Background: an optimization exercise with open tools, aiming at small area, a short achievable clock period and few clock cycles. Do not read the settings as production practice.
Only simulation tests tie the RTL to the original design; equivalence was not proved.

$ cat flow/flow/run.sh
#!/bin/bash
# Layout flow: the standard ORFS flow (standard.sh, unchanged synthesis),
# with two changes to how the layout is made:
#  - the port buffers that global placement inserts are sky130_fd_sc_hd__buf_4
#    instead of the slow clkdlybuf4s50_1 it would pick, and
#  - the resizer may change a cell's footprint when it repairs timing.
# The make output goes to orfs_make.log; ORFS keeps each step's own log
# under orfs/logs/.
set -euo pipefail
cd "$(dirname "$0")/.."
bash standard.sh MATCH_CELL_FOOTPRINT=0 "BUFFER_PORTS_ARGS=-buffer_cell sky130_fd_sc_hd__buf_4" finish > orfs_make.log 2>&1
$ cat flow/standard.sh
#!/bin/bash
# synth_recipe.tcl (not shown) runs the flow's synth.tcl, then flattens the netlist and writes it again
# the make line also repeats each setting of config.mk as NAME=value (left out here)
make -C /OpenROAD-flow-scripts/flow DESIGN_CONFIG=/design/flow/config.mk WORK_HOME=/design/flow/orfs CLKGATE_MAP_FILE= SYNTH_SCRIPT=/design/flow/synth_recipe.tcl "${@:-finish}"
$ cat flow/config.mk
export PLATFORM = sky130hd
export DESIGN_NAME = hcc_core
export DESIGN_NICKNAME = hcc_core
export VERILOG_FILES = /design/flow/design.v
export SDC_FILE = /design/flow/constraint.sdc
export NUM_CORES = 4
export LEC_CHECK = 0
export CAP_MARGIN = 20
export CORE_MARGIN = 2
export CORE_UTILIZATION = 35
export PLACE_DENSITY = 0.5
export SETUP_SLACK_MARGIN = 5
export SLEW_MARGIN = 20
export SYNTH_HIERARCHICAL = 1
export SYNTH_MINIMUM_KEEP_SIZE = 0
$ cat flow/constraint.sdc
create_clock -name core_clock -period 12.5 [get_ports {clk}]
set_input_delay 2.5000 -clock core_clock [delete_from_list [all_inputs] [get_ports {clk}]]
set_output_delay 2.5000 -clock core_clock [all_outputs]
set_load 0.01 [all_outputs]
$ cat flow/design.v
module hcc_sbox (
    input  wire [7:0] a,
    output reg  [7:0] y
);
    always @(*) begin
        case (a)
            8'h00: y = 8'hd6;
            8'h01: y = 8'h90;
            8'h02: y = 8'he9;
            8'h03: y = 8'hfe;
            8'h04: y = 8'hcc;
            8'h05: y = 8'he1;
            8'h06: y = 8'h3d;
            8'h07: y = 8'hb7;
            8'h08: y = 8'h16;
            8'h09: y = 8'hb6;
            8'h0a: y = 8'h14;
            8'h0b: y = 8'hc2;
            8'h0c: y = 8'h28;
            8'h0d: y = 8'hfb;
            8'h0e: y = 8'h2c;
            8'h0f: y = 8'h05;
            8'h10: y = 8'h2b;
            8'h11: y = 8'h67;
            8'h12: y = 8'h9a;
            8'h13: y = 8'h76;
            8'h14: y = 8'h2a;
            8'h15: y = 8'hbe;
            8'h16: y = 8'h04;
            8'h17: y = 8'hc3;
            8'h18: y = 8'haa;
            8'h19: y = 8'h44;
            8'h1a: y = 8'h13;
            8'h1b: y = 8'h26;
            8'h1c: y = 8'h49;
            8'h1d: y = 8'h86;
            8'h1e: y = 8'h06;
            8'h1f: y = 8'h99;
            8'h20: y = 8'h9c;
            8'h21: y = 8'h42;
            8'h22: y = 8'h50;
            8'h23: y = 8'hf4;
            8'h24: y = 8'h91;
            8'h25: y = 8'hef;
            8'h26: y = 8'h98;
            8'h27: y = 8'h7a;
            8'h28: y = 8'h33;
            8'h29: y = 8'h54;
            8'h2a: y = 8'h0b;
            8'h2b: y = 8'h43;
            8'h2c: y = 8'hed;
            8'h2d: y = 8'hcf;
            8'h2e: y = 8'hac;
            8'h2f: y = 8'h62;
            8'h30: y = 8'he4;
            8'h31: y = 8'hb3;
            8'h32: y = 8'h1c;
            8'h33: y = 8'ha9;
            8'h34: y = 8'hc9;
            8'h35: y = 8'h08;
            8'h36: y = 8'he8;
            8'h37: y = 8'h95;
            8'h38: y = 8'h80;
            8'h39: y = 8'hdf;
            8'h3a: y = 8'h94;
            8'h3b: y = 8'hfa;
            8'h3c: y = 8'h75;
            8'h3d: y = 8'h8f;
            8'h3e: y = 8'h3f;
            8'h3f: y = 8'ha6;
            8'h40: y = 8'h47;
            8'h41: y = 8'h07;
            8'h42: y = 8'ha7;
            8'h43: y = 8'hfc;
            8'h44: y = 8'hf3;
            8'h45: y = 8'h73;
            8'h46: y = 8'h17;
            8'h47: y = 8'hba;
            8'h48: y = 8'h83;
            8'h49: y = 8'h59;
            8'h4a: y = 8'h3c;
            8'h4b: y = 8'h19;
            8'h4c: y = 8'he6;
            8'h4d: y = 8'h85;
            8'h4e: y = 8'h4f;
            8'h4f: y = 8'ha8;
            8'h50: y = 8'h68;
            8'h51: y = 8'h6b;
            8'h52: y = 8'h81;
            8'h53: y = 8'hb2;
            8'h54: y = 8'h71;
            8'h55: y = 8'h64;
            8'h56: y = 8'hda;
            8'h57: y = 8'h8b;
            8'h58: y = 8'hf8;
            8'h59: y = 8'heb;
            8'h5a: y = 8'h0f;
            8'h5b: y = 8'h4b;
            8'h5c: y = 8'h70;
            8'h5d: y = 8'h56;
            8'h5e: y = 8'h9d;
            8'h5f: y = 8'h35;
            8'h60: y = 8'h1e;
            8'h61: y = 8'h24;
            8'h62: y = 8'h0e;
            8'h63: y = 8'h5e;
            8'h64: y = 8'h63;
            8'h65: y = 8'h58;
            8'h66: y = 8'hd1;
            8'h67: y = 8'ha2;
            8'h68: y = 8'h25;
            8'h69: y = 8'h22;
            8'h6a: y = 8'h7c;
            8'h6b: y = 8'h3b;
            8'h6c: y = 8'h01;
            8'h6d: y = 8'h21;
            8'h6e: y = 8'h78;
            8'h6f: y = 8'h87;
            8'h70: y = 8'hd4;
            8'h71: y = 8'h00;
            8'h72: y = 8'h46;
            8'h73: y = 8'h57;
            8'h74: y = 8'h9f;
            8'h75: y = 8'hd3;
            8'h76: y = 8'h27;
            8'h77: y = 8'h52;
            8'h78: y = 8'h4c;
            8'h79: y = 8'h36;
            8'h7a: y = 8'h02;
            8'h7b: y = 8'he7;
            8'h7c: y = 8'ha0;
            8'h7d: y = 8'hc4;
            8'h7e: y = 8'hc8;
            8'h7f: y = 8'h9e;
            8'h80: y = 8'hea;
            8'h81: y = 8'hbf;
            8'h82: y = 8'h8a;
            8'h83: y = 8'hd2;
            8'h84: y = 8'h40;
            8'h85: y = 8'hc7;
            8'h86: y = 8'h38;
            8'h87: y = 8'hb5;
            8'h88: y = 8'ha3;
            8'h89: y = 8'hf7;
            8'h8a: y = 8'hf2;
            8'h8b: y = 8'hce;
            8'h8c: y = 8'hf9;
            8'h8d: y = 8'h61;
            8'h8e: y = 8'h15;
            8'h8f: y = 8'ha1;
            8'h90: y = 8'he0;
            8'h91: y = 8'hae;
            8'h92: y = 8'h5d;
            8'h93: y = 8'ha4;
            8'h94: y = 8'h9b;
            8'h95: y = 8'h34;
            8'h96: y = 8'h1a;
            8'h97: y = 8'h55;
            8'h98: y = 8'had;
            8'h99: y = 8'h93;
            8'h9a: y = 8'h32;
            8'h9b: y = 8'h30;
            8'h9c: y = 8'hf5;
            8'h9d: y = 8'h8c;
            8'h9e: y = 8'hb1;
            8'h9f: y = 8'he3;
            8'ha0: y = 8'h1d;
            8'ha1: y = 8'hf6;
            8'ha2: y = 8'he2;
            8'ha3: y = 8'h2e;
            8'ha4: y = 8'h82;
            8'ha5: y = 8'h66;
            8'ha6: y = 8'hca;
            8'ha7: y = 8'h60;
            8'ha8: y = 8'hc0;
            8'ha9: y = 8'h29;
            8'haa: y = 8'h23;
            8'hab: y = 8'hab;
            8'hac: y = 8'h0d;
            8'had: y = 8'h53;
            8'hae: y = 8'h4e;
            8'haf: y = 8'h6f;
            8'hb0: y = 8'hd5;
            8'hb1: y = 8'hdb;
            8'hb2: y = 8'h37;
            8'hb3: y = 8'h45;
            8'hb4: y = 8'hde;
            8'hb5: y = 8'hfd;
            8'hb6: y = 8'h8e;
            8'hb7: y = 8'h2f;
            8'hb8: y = 8'h03;
            8'hb9: y = 8'hff;
            8'hba: y = 8'h6a;
            8'hbb: y = 8'h72;
            8'hbc: y = 8'h6d;
            8'hbd: y = 8'h6c;
            8'hbe: y = 8'h5b;
            8'hbf: y = 8'h51;
            8'hc0: y = 8'h8d;
            8'hc1: y = 8'h1b;
            8'hc2: y = 8'haf;
            8'hc3: y = 8'h92;
            8'hc4: y = 8'hbb;
            8'hc5: y = 8'hdd;
            8'hc6: y = 8'hbc;
            8'hc7: y = 8'h7f;
            8'hc8: y = 8'h11;
            8'hc9: y = 8'hd9;
            8'hca: y = 8'h5c;
            8'hcb: y = 8'h41;
            8'hcc: y = 8'h1f;
            8'hcd: y = 8'h10;
            8'hce: y = 8'h5a;
            8'hcf: y = 8'hd8;
            8'hd0: y = 8'h0a;
            8'hd1: y = 8'hc1;
            8'hd2: y = 8'h31;
            8'hd3: y = 8'h88;
            8'hd4: y = 8'ha5;
            8'hd5: y = 8'hcd;
            8'hd6: y = 8'h7b;
            8'hd7: y = 8'hbd;
            8'hd8: y = 8'h2d;
            8'hd9: y = 8'h74;
            8'hda: y = 8'hd0;
            8'hdb: y = 8'h12;
            8'hdc: y = 8'hb8;
            8'hdd: y = 8'he5;
            8'hde: y = 8'hb4;
            8'hdf: y = 8'hb0;
            8'he0: y = 8'h89;
            8'he1: y = 8'h69;
            8'he2: y = 8'h97;
            8'he3: y = 8'h4a;
            8'he4: y = 8'h0c;
            8'he5: y = 8'h96;
            8'he6: y = 8'h77;
            8'he7: y = 8'h7e;
            8'he8: y = 8'h65;
            8'he9: y = 8'hb9;
            8'hea: y = 8'hf1;
            8'heb: y = 8'h09;
            8'hec: y = 8'hc5;
            8'hed: y = 8'h6e;
            8'hee: y = 8'hc6;
            8'hef: y = 8'h84;
            8'hf0: y = 8'h18;
            8'hf1: y = 8'hf0;
            8'hf2: y = 8'h7d;
            8'hf3: y = 8'hec;
            8'hf4: y = 8'h3a;
            8'hf5: y = 8'hdc;
            8'hf6: y = 8'h4d;
            8'hf7: y = 8'h20;
            8'hf8: y = 8'h79;
            8'hf9: y = 8'hee;
            8'hfa: y = 8'h5f;
            8'hfb: y = 8'h3e;
            8'hfc: y = 8'hd7;
            8'hfd: y = 8'hcb;
            8'hfe: y = 8'h39;
            8'hff: y = 8'h48;
            default: y = 8'h00;
        endcase
    end
endmodule
module hcc_sm4_ck (
    input  wire [4:0]  i,
    output reg  [31:0] ck
);
    always @(*) begin
        case (i)
            5'd0: ck = 32'h00070e15;
            5'd1: ck = 32'h1c232a31;
            5'd2: ck = 32'h383f464d;
            5'd3: ck = 32'h545b6269;
            5'd4: ck = 32'h70777e85;
            5'd5: ck = 32'h8c939aa1;
            5'd6: ck = 32'ha8afb6bd;
            5'd7: ck = 32'hc4cbd2d9;
            5'd8: ck = 32'he0e7eef5;
            5'd9: ck = 32'hfc030a11;
            5'd10: ck = 32'h181f262d;
            5'd11: ck = 32'h343b4249;
            5'd12: ck = 32'h50575e65;
            5'd13: ck = 32'h6c737a81;
            5'd14: ck = 32'h888f969d;
            5'd15: ck = 32'ha4abb2b9;
            5'd16: ck = 32'hc0c7ced5;
            5'd17: ck = 32'hdce3eaf1;
            5'd18: ck = 32'hf8ff060d;
            5'd19: ck = 32'h141b2229;
            5'd20: ck = 32'h30373e45;
            5'd21: ck = 32'h4c535a61;
            5'd22: ck = 32'h686f767d;
            5'd23: ck = 32'h848b9299;
            5'd24: ck = 32'ha0a7aeb5;
            5'd25: ck = 32'hbcc3cad1;
            5'd26: ck = 32'hd8dfe6ed;
            5'd27: ck = 32'hf4fb0209;
            5'd28: ck = 32'h10171e25;
            5'd29: ck = 32'h2c333a41;
            5'd30: ck = 32'h484f565d;
            default: ck = 32'h646b7279;
        endcase
    end
endmodule
module hcc_sbox32 (
    input  wire [31:0] a,
    output wire [31:0] y
);
    hcc_sbox sb0 (.a(a[31:24]), .y(y[31:24]));
    hcc_sbox sb1 (.a(a[23:16]), .y(y[23:16]));
    hcc_sbox sb2 (.a(a[15:8]),  .y(y[15:8]));
    hcc_sbox sb3 (.a(a[7:0]),   .y(y[7:0]));
endmodule
module hcc_sm4_lmix (
    input  wire        kx,
    input  wire [31:0] s,
    input  wire [31:0] c,
    output wire [31:0] y
);
    wire [31:0] l  = {s[29:0], s[31:30]} ^ {s[21:0], s[31:22]}
                   ^ {s[13:0], s[31:14]} ^ {s[7:0], s[31:8]};
    wire [31:0] lp = {s[18:0], s[31:19]} ^ {s[8:0], s[31:9]};
    assign y = c ^ s ^ (kx ? lp : l);
endmodule
module hcc_add32 (
    input  wire [31:0] a,
    input  wire [31:0] b,
    output wire [31:0] s
);
    wire [31:0] g0 = a & b,                          p0 = a ^ b;
    wire [31:0] g1 = g0 | (p0 & {g0[30:0], 1'b0}),  p1 = p0 & {p0[30:0], 1'b1};
    wire [31:0] g2 = g1 | (p1 & {g1[29:0], 2'b0}),  p2 = p1 & {p1[29:0], 2'b11};
    wire [31:0] g3 = g2 | (p2 & {g2[27:0], 4'b0}),  p3 = p2 & {p2[27:0], 4'hf};
    wire [31:0] g4 = g3 | (p3 & {g3[23:0], 8'b0}),  p4 = p3 & {p3[23:0], 8'hff};
    wire [31:0] g5 = g4 | (p4 & {g4[15:0], 16'b0});
    assign s = p0 ^ {g5[30:0], 1'b0};
endmodule
module hcc_add3 (
    input  wire [31:0] a,
    input  wire [31:0] b,
    input  wire [31:0] c,
    output wire [31:0] s
);
    wire [31:0] x = a ^ b ^ c;
    wire [31:0] y = (a & b) | (a & c) | (b & c);
    hcc_add32 u_add (.a(x), .b({y[30:0], 1'b0}), .s(s));
endmodule
module hcc_sm3_round (
    input  wire [255:0] si,        
    input  wire [31:0]  dw,
    input  wire [31:0]  hw,
    input  wire [31:0]  tj,        
    input  wire         hi,        
    output wire [255:0] so
);
    wire [31:0] a = si[255:224], b = si[223:192], c = si[191:160];
    wire [31:0] e = si[127:96],  f = si[95:64],   g = si[63:32];
    wire [31:0] a12 = {a[19:0], a[31:20]};
    wire [31:0] sum1, tt1, tt2;
    hcc_add3 u_s1 (.a(a12), .b(e), .c(tj), .s(sum1));
    wire [31:0] ss1 = {sum1[24:0], sum1[31:25]};
    wire [31:0] ss2 = ss1 ^ a12;
    wire [31:0] ff  = hi ? ((a & b) | (a & c) | (b & c)) : (a ^ b ^ c);
    wire [31:0] gg  = hi ? ((e & f) | (~e & g)) : (e ^ f ^ g);
    hcc_add3 u_t1 (.a(ff), .b(ss2), .c(dw), .s(tt1));
    hcc_add3 u_t2 (.a(gg), .b(ss1), .c(hw), .s(tt2));
    wire [31:0] p0  = tt2 ^ {tt2[22:0], tt2[31:23]} ^ {tt2[14:0], tt2[31:15]};
    assign so = {tt1, a, b[22:0], b[31:23], c, p0, e, f[12:0], f[31:13], g};
endmodule
module hcc_sm3_wexp (
    input  wire [31:0] w0,
    input  wire [31:0] w3,
    input  wire [31:0] w7,
    input  wire [31:0] w10,
    input  wire [31:0] w13,
    output wire [31:0] wn
);
    wire [31:0] x  = w0 ^ w7 ^ {w13[16:0], w13[31:17]};
    wire [31:0] p1 = x ^ {x[16:0], x[31:17]} ^ {x[8:0], x[31:9]};
    assign wn = p1 ^ {w3[24:0], w3[31:25]} ^ w10;
endmodule
module hcc_inc55 (
    input  wire [54:0] a,
    output wire [54:0] s
);
    wire [54:0] q1 = a  & {a[53:0],  1'b1};
    wire [54:0] q2 = q1 & {q1[52:0], 2'b11};
    wire [54:0] q3 = q2 & {q2[50:0], 4'hf};
    wire [54:0] q4 = q3 & {q3[46:0], 8'hff};
    wire [54:0] q5 = q4 & {q4[38:0], 16'hffff};
    wire [54:0] q6 = q5 & {q5[22:0], 32'hffffffff};
    assign s = a ^ {q6[53:0], 1'b1};
endmodule
module hcc_core (
    input  wire        clk,
    input  wire        rst_n,       
    input  wire        bus_sel,
    input  wire        bus_write,
    input  wire [9:0]  bus_addr,    
    input  wire [31:0] bus_wdata,
    output reg  [31:0] bus_rdata,
    output wire        irq
);
    localparam integer K = 2;                  
    localparam integer KS = 1;                 
    localparam [5:0] SM4_LAST = 32 / K - 1;
    localparam [3:0] OP_NOP = 4'h0, OP_KEYEXP = 4'h1, OP_ENC = 4'h2, OP_DEC = 4'h3,
                     OP_HINIT = 4'h4, OP_HUPDATE = 4'h5, OP_HFINAL = 4'h6, OP_CLEAR = 4'h7;
    localparam [3:0] E_BUSY = 4'h1, E_BADOP = 4'h2, E_BADCMD = 4'h3, E_NOKEY = 4'h4, E_NOHASH = 4'h5;
    localparam [127:0] FK = 128'ha3b1bac6_56aa3350_677d9197_b27022dc;
    localparam [255:0] IV = 256'h7380166f_4914b2b9_172442d7_da8a0600_a96f30bc_163138aa_e38dee4d_b0fb0e4e;
    reg [31:0] key  [0:3];
    reg [31:0] din  [0:3];
    reg [31:0] hin  [0:15];
    reg [31:0] rk   [0:31];      
    reg [31:0] st   [0:3];       
    reg [31:0] sx   [0:3];       
    reg [31:0] v    [0:7];       
    reg [63:0] hlen;             
    reg [31:0] wq   [0:15];      
    reg [255:0] hs;              
    reg        ie_done, ie_err;
    reg        busy, done, err, rkv, hact, hfin, doutv;
    reg [3:0]  errcode;
    reg [2:0]  op;
    reg [5:0]  cnt;
    reg        fin2;             
    reg        ph2;              
    integer    i;
    assign irq = (done & ie_done) | (err & ie_err);
    wire wr = rst_n && bus_sel && bus_write;
    wire [3:0] cmd_op   = bus_wdata[3:0];
    wire [5:0] cmd_rlen = bus_wdata[13:8];
    wire is_cmd     = wr && (bus_addr == 10'h004);
    wire is_status  = wr && (bus_addr == 10'h003);
    wire is_ctrl    = wr && (bus_addr == 10'h002);
    wire is_key     = wr && (bus_addr[9:2] == 8'h02);
    wire is_din     = wr && (bus_addr[9:2] == 8'h03);
    wire is_hin     = wr && (bus_addr[9:4] == 6'h04);
    wire is_operand = is_key || is_din || is_hin;
    reg        raise;
    reg [3:0]  raise_code;
    reg        accept;
    reg        do_clear;
    always @(*) begin
        raise = 1'b0;
        raise_code = 4'h0;
        accept = 1'b0;
        do_clear = 1'b0;
        if (is_operand && busy) begin
            raise = 1'b1; raise_code = E_BUSY;
        end else if (is_cmd) begin
            if (busy) begin
                raise = 1'b1; raise_code = E_BUSY;
            end else if (cmd_op[3]) begin
                raise = 1'b1; raise_code = E_BADOP;
            end else if (bus_wdata[7:4] != 4'h0 || bus_wdata[31:14] != 18'h0 ||
                         (cmd_op != OP_HFINAL && cmd_rlen != 6'h0)) begin
                raise = 1'b1; raise_code = E_BADCMD;
            end else if (cmd_op == OP_NOP) begin
            end else if (cmd_op == OP_CLEAR) begin
                do_clear = 1'b1;
            end else if ((cmd_op == OP_ENC || cmd_op == OP_DEC) && !rkv) begin
                raise = 1'b1; raise_code = E_NOKEY;
            end else if ((cmd_op == OP_HUPDATE || cmd_op == OP_HFINAL) && !hact) begin
                raise = 1'b1; raise_code = E_NOHASH;
            end else begin
                accept = 1'b1;
            end
        end
    end
    wire clr = !rst_n || do_clear;
    wire [31:0] wdz = clr ? 32'h0 : bus_wdata;
    wire acc_kx  = accept && cmd_op == OP_KEYEXP;
    wire acc_ci  = accept && (cmd_op == OP_ENC || cmd_op == OP_DEC);
    wire acc_hs  = accept && (cmd_op == OP_HUPDATE || cmd_op == OP_HFINAL);
    wire run_kx  = busy && op == OP_KEYEXP[2:0];
    wire run_ci  = busy && (op == OP_ENC[2:0] || op == OP_DEC[2:0]);
    reg  kx;                       
    wire dec = (op == OP_DEC[2:0]);
    wire [31:0] xs [0:3+K];
    reg  [31:0] rkey [0:K-1];      
    genvar g;
    generate
        for (g = 0; g < 4; g = g + 1) begin : g_xs
            assign xs[g] = sx[g];
        end
        for (g = 0; g < K; g = g + 1) begin : g_r4
            wire [4:0]  ridx = ((cnt[4:0] + 5'd1) << KS) | g;
            wire [4:0]  ridx0 = g;
            wire [4:0]  dpos = ~((cnt[4:0] << (KS + 1)) | (K + g));
            wire [31:0] ck_next, ck_first;
            hcc_sm4_ck u_ck  (.i(ridx), .ck(ck_next));
            hcc_sm4_ck u_ck0 (.i(ridx0), .ck(ck_first));
            always @(posedge clk) begin
                if (accept)
                    rkey[g] <= cmd_op == OP_KEYEXP ? ck_first : (cmd_op == OP_DEC ? rk[31 - g] : rk[g]);
                else
                    rkey[g] <= kx ? ck_next : (dec ? rk[dpos] : rk[g + K]);
            end
        end
    endgenerate
    wire [31:0] t1 = sx[1] ^ sx[2] ^ sx[3] ^ rkey[0];
    wire [31:0] c2 = sx[0] ^ sx[2] ^ sx[3] ^ rkey[1];
    wire [31:0] s1, s2, u2;
    hcc_sbox32   u_s1 (.a(t1), .y(s1));
    hcc_sm4_lmix u_m1 (.kx(kx), .s(s1), .c(sx[0]), .y(xs[4]));
    hcc_sm4_lmix u_m2 (.kx(kx), .s(s1), .c(c2), .y(u2));
    hcc_sbox32   u_s2 (.a(u2), .y(s2));
    hcc_sm4_lmix u_m3 (.kx(kx), .s(s2), .c(sx[1]), .y(xs[5]));
    always @(posedge clk) begin
        for (i = 0; i < 4; i = i + 1) begin
            if (acc_kx)      sx[i] <= key[i] ^ FK[127 - 32*i -: 32];
            else if (acc_ci) sx[i] <= din[i];
            else             sx[i] <= xs[i + K];
        end
    end
    always @(posedge clk) begin
        if (run_ci && cnt == SM4_LAST) begin
            for (i = 0; i < 4; i = i + 1) st[i] <= xs[i + K];
        end
    end
    always @(posedge clk) begin
        if (run_kx || run_ci) begin
            for (i = 0; i < 32 - K; i = i + 1) rk[i] <= rk[i + K];
            for (i = 0; i < K; i = i + 1) rk[32 - K + i] <= kx ? xs[4 + i] : rk[i];
        end
    end
    localparam [1:0] PM_RAW = 2'd0, PM_FIN1 = 2'd1, PM_FIN2 = 2'd2;
    wire [9:0]  lo_sum = {1'b0, hlen[8:0]} + {1'b0, cmd_rlen, 3'b000};
    wire [54:0] hi_inc;
    hcc_inc55 u_inc (.a(hlen[63:9]), .s(hi_inc));
    wire [63:0] lbits_new = {lo_sum[9] ? hi_inc : hlen[63:9], lo_sum[8:0]};
    wire [63:0] hlen_p512 = {hi_inc, hlen[8:0]};
    reg  [6:0]  sj;           
    reg         sld;          
    reg  [1:0]  smode;        
    reg  [5:0]  prlen;        
    reg  [31:0] tjr;          
    wire spec_ok  = !sld && smode == PM_RAW;
    wire acc_load = acc_hs && (cmd_op == OP_HFINAL || !spec_ok);
    wire do_load  = acc_load || (sld && !acc_hs);
    wire run_s    = !do_load && sj != 7'd64;
    wire [1:0] ld_mode = acc_hs ? (cmd_op == OP_HFINAL ? PM_FIN1 : PM_RAW) : smode;
    wire [5:0] ld_r    = acc_hs ? cmd_rlen : prlen;
    function [31:0] pad_word;
        input [31:0] word;
        input [3:0]  k;
        input [1:0]  m;
        input [5:0]  r;
        input [63:0] len;
        integer q;
        reg [5:0] bi;
        begin
            for (q = 0; q < 4; q = q + 1) begin
                bi = {k, 2'b00} + q;
                pad_word[31 - 8*q -: 8] =
                    (word[31 - 8*q -: 8] & {8{m == PM_RAW || (m == PM_FIN1 && bi < r)}}) |
                    {m == PM_FIN1 && bi == r, 7'h0};
            end
            if (k[3:1] == 3'b111 && (m == PM_FIN2 || (m == PM_FIN1 && r < 6'd56)))
                pad_word = k[0] ? len[31:0] : len[63:32];
        end
    endfunction
    wire [3:0]  sk   = sj[3:0] + 4'd5;
    wire [31:0] sraw = hin[sk];
    wire [31:0] sw   = pad_word(sraw, sk, smode, prlen, hlen);
    wire [31:0] wn;
    hcc_sm3_wexp u_we (.w0(wq[0]), .w3(wq[3]), .w7(wq[7]), .w10(wq[10]), .w13(wq[13]), .wn(wn));
    wire [31:0] wnext = (sj < 7'd11) ? sw : wn;
    wire [31:0] dw, hw;
    wire [255:0] hsn;
    hcc_add32 u_dw (.a(hs[159:128]), .b(wq[11] ^ wq[15]), .s(dw));
    hcc_add32 u_hw (.a(hs[31:0]), .b(wq[11]), .s(hw));
    hcc_sm3_round u_r (.si(hs), .dw(dw), .hw(hw), .tj(tjr), .hi(sj[6:4] != 3'b000), .so(hsn));
    wire [6:0]  sjn = do_load ? 7'd0 : (run_s ? sj + 7'd1 : sj);
    wire [31:0] tc  = sjn[6:4] != 3'b000 ? 32'h7a879d8a : 32'h79cc4519;
    wire [63:0] t2  = {tc, tc} << sjn[4:0];
    always @(posedge clk) tjr <= t2[63:32];
    wire [255:0] v_flat = {v[0], v[1], v[2], v[3], v[4], v[5], v[6], v[7]};
    always @(posedge clk) begin
        for (i = 0; i < 11; i = i + 1) wq[i] <= wq[i + 1];
        if (do_load) begin
            for (i = 0; i < 5; i = i + 1)
                wq[11 + i] <= pad_word(hin[i], i, ld_mode, ld_r, hlen);
            hs <= v_flat;
        end else begin
            for (i = 11; i < 15; i = i + 1) wq[i] <= wq[i + 1];
            wq[15] <= wnext;
            if (run_s) hs <= hsn;
        end
    end
    wire hs_done  = busy && (op == OP_HUPDATE[2:0] || op == OP_HFINAL[2:0]) && !do_load && sj == 7'd64;
    wire to_fin2  = hs_done && op == OP_HFINAL[2:0] && fin2 && !ph2;
    reg complete;
    always @(*) begin
        case (op)
            OP_KEYEXP[2:0], OP_ENC[2:0], OP_DEC[2:0]: complete = busy && cnt == SM4_LAST;
            OP_HUPDATE[2:0]: complete = hs_done;
            OP_HFINAL[2:0]:  complete = hs_done && !(fin2 && !ph2);
            default:         complete = busy;
        endcase
    end
    wire hin_wr   = is_hin && !busy;
    wire spoil    = hin_wr && ({3'b000, bus_addr[3:0]} <= (sld ? 7'd4 : sj + 7'd5));
    always @(posedge clk) begin
        if (clr) begin
            sj <= 7'd64;
            sld <= 1'b1;
            smode <= PM_RAW;
            prlen <= 6'h0;
        end else begin
            sj <= sjn;
            if (acc_hs) begin
                smode <= ld_mode;
                prlen <= cmd_rlen;
            end
            if (do_load) sld <= 1'b0;
            if (spoil) sld <= 1'b1;
            if (to_fin2) begin
                sld <= 1'b1;
                smode <= PM_FIN2;
            end else if (complete && (op == OP_HINIT[2:0] || op == OP_HUPDATE[2:0] || op == OP_HFINAL[2:0])) begin
                sld <= 1'b1;
                smode <= PM_RAW;
            end
        end
    end
    always @(posedge clk) begin
        if (busy && op == OP_HINIT[2:0]) begin
            for (i = 0; i < 8; i = i + 1) v[i] <= IV[255 - 32*i -: 32];
        end else if (hs_done) begin
            for (i = 0; i < 8; i = i + 1) v[i] <= v[i] ^ hs[255 - 32*i -: 32];
        end
    end
    always @(posedge clk) begin
        for (i = 0; i < 4; i = i + 1)
            if (clr || (is_key && !busy && bus_addr[1:0] == i)) key[i] <= wdz;
        for (i = 0; i < 4; i = i + 1)
            if (clr || (is_din && !busy && bus_addr[1:0] == i)) din[i] <= wdz;
        for (i = 0; i < 16; i = i + 1)
            if (clr || (is_hin && !busy && bus_addr[3:0] == i)) hin[i] <= wdz;
    end
    always @(posedge clk) begin
        if (accept && cmd_op == OP_HUPDATE) hlen <= hlen_p512;
        else if (accept && cmd_op == OP_HFINAL) hlen <= lbits_new;
        else if (busy && op == OP_HINIT[2:0]) hlen <= 64'h0;
    end
    always @(posedge clk) begin
        if (clr) begin
            busy <= 1'b0; done <= 1'b0; err <= 1'b0;
            rkv <= 1'b0; hact <= 1'b0; hfin <= 1'b0; doutv <= 1'b0;
            errcode <= 4'h0;
            op <= 3'h0;
            kx <= 1'b0;
            cnt <= 6'h0;
            fin2 <= 1'b0;
            ph2 <= 1'b0;
            if (!rst_n) begin
                ie_done <= 1'b0;
                ie_err  <= 1'b0;
            end
        end else begin
            if (is_ctrl) begin
                ie_done <= bus_wdata[0];
                ie_err  <= bus_wdata[1];
            end
            if (is_status) begin
                if (bus_wdata[1]) done <= 1'b0;
                if (bus_wdata[2]) begin
                    err <= 1'b0;
                    errcode <= 4'h0;
                end
            end
            if (raise && !err) begin
                err <= 1'b1;
                errcode <= raise_code;
            end
            if (accept) begin
                kx <= cmd_op == OP_KEYEXP;
                busy <= 1'b1;
                done <= 1'b0;
                op <= cmd_op[2:0];
                cnt <= 6'h0;
                fin2 <= cmd_rlen >= 6'd56;
                ph2 <= 1'b0;
            end
            if (busy) begin
                cnt <= cnt + 6'h1;
                if (to_fin2) ph2 <= 1'b1;
            end
            if (complete) begin
                busy <= 1'b0;
                done <= 1'b1;
                case (op)
                    OP_KEYEXP[2:0]: rkv <= 1'b1;
                    OP_ENC[2:0], OP_DEC[2:0]: doutv <= 1'b1;
                    OP_HINIT[2:0]: begin
                        hact <= 1'b1;
                        hfin <= 1'b0;
                    end
                    OP_HFINAL[2:0]: begin
                        hact <= 1'b0;
                        hfin <= 1'b1;
                    end
                    default: ;
                endcase
            end
        end
    end
    wire rk_ok = !busy && rkv;
    wire do_ok = !busy && doutv;
    wire hs_ok = !busy && (hact || hfin);
    wire [3:0] ra = bus_addr[3:0];
    reg  [31:0] blk0, blk1, blk5;
    always @(*) begin
        case (ra)
            4'h0: blk0 = 32'h534D3433;
            4'h1: blk0 = 32'h00000001;
            4'h2: blk0 = {30'h0, ie_err, ie_done};
            4'h3: blk0 = {20'h0, errcode, 2'b00, hfin, hact, rkv, err, done, busy};
            4'h5: blk0 = hs_ok ? hlen[63:32] : 32'h0;
            4'h6: blk0 = hs_ok ? hlen[31:0] : 32'h0;
            4'h8, 4'h9, 4'ha, 4'hb: blk0 = key[ra[1:0]];
            4'hc, 4'hd, 4'he, 4'hf: blk0 = din[ra[1:0]];
            default: blk0 = 32'h0;
        endcase
        blk1 = ra[3:2] == 2'b00 ? st[~ra[1:0]] : 32'h0;
        blk5 = ra[3] ? 32'h0 : v[ra[2:0]];
    end
    wire rd = rst_n && bus_sel && !bus_write;
    wire [5:0] rb = bus_addr[9:4];
    always @(*) begin
        bus_rdata = ({32{rd && rb == 6'd0}}          & blk0)
                  | ({32{rd && rb == 6'd1 && do_ok}} & blk1)
                  | ({32{rd && rb == 6'd2 && rk_ok}} & rk[{1'b0, ra}])
                  | ({32{rd && rb == 6'd3 && rk_ok}} & rk[{1'b1, ra}])
                  | ({32{rd && rb == 6'd4}}          & hin[ra])
                  | ({32{rd && rb == 6'd5 && hs_ok}} & blk5);
    end
endmodule
==> results.sh <==
export IMPL_status="finished clean"
export IMPL_wl_um=996000
export IMPL_dp_slack_ps=2100
export IMPL_met1_length_um=368000
export IMPL_wl_met2_um=416000
export IMPL_place_gp_congestion=0.990
export IMPL_hold_viol=0
export IMPL_track_usage=0.340
export IMPL_cts_buffers=354
export IMPL_arrival_ps=6010
export IMPL_cp_end_kind="primary output"
export IMPL_drive_gt1_frac=0.200
export IMPL_overflow=0
export IMPL_min_period_ps=8510
export IMPL_rsz0062_at_grt="true"
export IMPL_drc=0
export IMPL_clk_latency_ps=1040
export IMPL_core_area_um2=540000
export IMPL_drtAntennaViolNets=0
export IMPL_ys_seq_elements=3272
export IMPL_finalSetupTns_ps=0
export IMPL_stdcell_area_um2=226000
export IMPL_num_rows=270
export IMPL_worstSetupStartpointType="input port"
export IMPL_fin_ws_ps=3990
export IMPL_ys_warn_count=27
export IMPL_dp_hpwl_um=648000
export IMPL_path_class="in2out"
export IMPL_post_dp_cell_area_um2=196000
export IMPL_maxCapViolCount=0
export IMPL_antenna_found_initial=95
export IMPL_synth_area_um2=189000
export IMPL_initial_utilization=0.351
export IMPL_synth_seq_area_share=0.465
export IMPL_h_tree_depth=5
export IMPL_die_area_um2=547000
export IMPL_ios=79
export IMPL_grt_pass1_wl_um=1310000
export IMPL_worstMarginPinSlew_ps=1260
export IMPL_synth_top_cell_area_share=0.356
export IMPL_cts_buffer_depth=4
export IMPL_synthCells=18493
export IMPL_fmax_mhz=118
export IMPL_via_count=171121
export IMPL_via_per_inst=6.53
export IMPL_clock_sinks=3272
export IMPL_max_slew_margin=0.162
export IMPL_synth_edf_count=2242
export IMPL_final_nets=19135
export IMPL_hold_path_class="reg2reg"
export IMPL_portBuffers=78
export IMPL_fp_dieW_um=739
export IMPL_synth_top_area_cell="edfxtp_1"
export IMPL_top_layer="met5"
export IMPL_layout_common_cells="edfxtp_1, nand2_1, a21oi_1"
export IMPL_firstDrtPassIters=11
export IMPL_period_share=0.681
export IMPL_synth_area_per_cell_um2=10.2
export IMPL_synth_async_reset_ratio=0
export IMPL_clkTransAtPathRegs_ps=60
export IMPL_fp_dieH_um=739
export IMPL_setup_viol=0
export IMPL_grt_max_degree=163
export IMPL_drt_iter0_markers=30404
export IMPL_syn2layout_area_growth_pct=19.4
export IMPL_clock_skew_ps=91.1
export IMPL_wire_per_inst_um=38.0
export IMPL_dr_wl_met3_um=123000
export IMPL_cts_hold_buf=0
export IMPL_critPathMaxFanout=6
export IMPL_ys_flop_type="edfxtp_1"
export IMPL_cts_root_buf="clkbuf_16"
export IMPL_required_ps=10000
export IMPL_synth_area_leaders="edfxtp_1, dfxtp_1, nand2_1"
export IMPL_mostFrequentLayoutCell="edfxtp_1"
export IMPL_synth_cell_types=129
export IMPL_grt_pass1_vias=153336
export IMPL_cts_tree="built"
export IMPL_drv_slew=0
modules after synthesis, one instance, submodules excluded, a selection:
module | flip-flops and latches | times used | area, um^2
hcc_sm3_round | 0 | 1 | 4580
hcc_sm4_ck | 0 | 4 | 676
hcc_sm4_lmix | 0 | 3 | 2050
hcc_core | 3272 | 1 | 134000
hcc_add3 | 0 | 3 | 648
hcc_sm3_wexp | 0 | 1 | 1870
hcc_inc55 | 0 | 1 | 1230
hcc_sbox | 0 | 8 | 3480
hcc_add32 | 0 | 5 | 1780
registers in the layout (all words and copies together) (netlist names), 128 cells and up:
name	cells
sx	128
key	128
hs	256
st	128
din	128
wq	512
v	256
rk	1024
hin	512
kinds of logic (layout without fill, tap and decap cells):
| kind of cell | count (synthesis) | in the layout | share of synthesized area |
|---|---|---|---|
| AOI/OAI and AO/OA | 5470 | 5470 | 0.197 |
| xor gates and xnor gates | 1336 | 1337 | 0.0668 |
| adders and majority gates | 457 | 457 | 0.0354 |
| buffers and inverters | 2043 | 2392 | 0.0546 |
| DFF | 3272 | 3272 | 0.465 |
| muxes | 820 | 820 | 0.0535 |
| other | 13 | 185 | 0.000258 |
| and+or+nand+nor | 5082 | 5083 | 0.127 |
per-layer routing:
metal	up-vias	global-route usage
met5	-	0
met4	58	0.236
met3	3062	0.0877
met2	13178	0.502
met1	85145	0.436
li1	69678	-
stage by stage:
stage / instances / utilization / hold WS [ps]
global route: 26174 / 0.419 / 314
finish: 26224 / 0.419 / 283
global placement: 24583 / 0.363 / 310
CTS: 25691 / 0.404 / 288
detailed placement: 24585 / 0.363 / 312
floorplan: 18583 / - / 310
synthesized netlist by cell type (49+ instances only):
master	n
edfxtp_1	2242
nand2_1	1952
a21oi_1	1243
dfxtp_1	1030
nor2_1	1020
o21ai_0	960
clkbuf_1	805
xnor2_1	763
a22oi_1	536
mux2i_1	504
xor2_1	482
nand3_1	428
buf_2	408
buf_4	385
ha_1	326
nor3_1	318
a22o_1	252
o211ai_1	241
a211oi_1	219
and3_1	216
a222oi_1	214
nor2b_1	210
a221oi_1	191
inv_1	189
nand4_1	187
a31oi_1	178
nand2b_1	174
mux2_2	173
a311oi_1	169
buf_1	166
and2_1	161
a21o_1	141
o21ai_1	136
fa_1	131
mux4_2	131
o22ai_1	129
o2111ai_1	104
o221ai_1	96
or3_1	84
a311o_1	65
o21a_1	65
o31ai_1	59
nor4_1	57
buf_6	49
area by class of cell:
class	instances	area [um^2]
clock inverter	166	1610
sequential	3272	88000
fill	51911	314000
timing repair inverter	6	40.0
tap	7208	9020
multi-input combinational	13270	99800
clock buffer	492	9980
inverter	205	948
timing repair buffer	1523	16300
antenna	82	205
worst paths after layout:
| check | startpoint | endpoint | slack, ps | depth (start not counted) |
|---|---|---|---|---|
| hold / removal | wq[8][26]$_DFF_P_ | wq[7][26]$_DFF_P_ | 280 | 0 |
| setup reg to reg | sx[2][8]$_DFF_P_ | rk[31][3]$_DFFE_PP_ | 4930 | 34 |
| setup / recovery | bus_addr[2] | bus_rdata[18] | 3990 | 12 |
| hold reg to reg | wq[8][26]$_DFF_P_ | wq[7][26]$_DFF_P_ | 280 | 0 |
critical path, cell delays in order:
cell and delay, ps:
buf_16 140, buf_12 150, buf_4 170, nand3b_1 150, clkbuf_16 220, buf_12 130
o211ai_1 110, a221oi_2 180, nand4_1 820, a22oi_2 640, o211ai_1 420, buf_4 290
timing repair:
action,CTS,global route
buffers inserted,391,416
setup endpoints to repair,193,163
pin swaps,221,377
cloned,57,32
resized for setup,1249,788
Testbench counts, summed over its fixed seeds: cycles 16,714.

## afterwards: timing with drivers on the ports
How much do the figures lean on ideal ports? The routed layout below was timed once more, with nothing changed but the port constraints.
Step 1, drivers: a clkbuf_16 drives clk and a buf_2 each remaining input, both assumed.
Step 2 times the ports against the registers' clock, not the clock port: input delays grow and output delays shrink by t, the midpoint of the rising clock arrivals with the driver on.
Three values: ideal ports, drivers, drivers and shift; two values: the first two.
t (ns): 1.152
setup slack, ns: 3.993 / 3.436 / 3.436
worst register clock-pin slew, ns: 0.08 / 0.08
pins driven straight from the clock port: 1
After both steps setup and hold are still met in this run. The setup slack of this run moves by -0.557 ns with the drivers and by -0.557 ns with both steps.
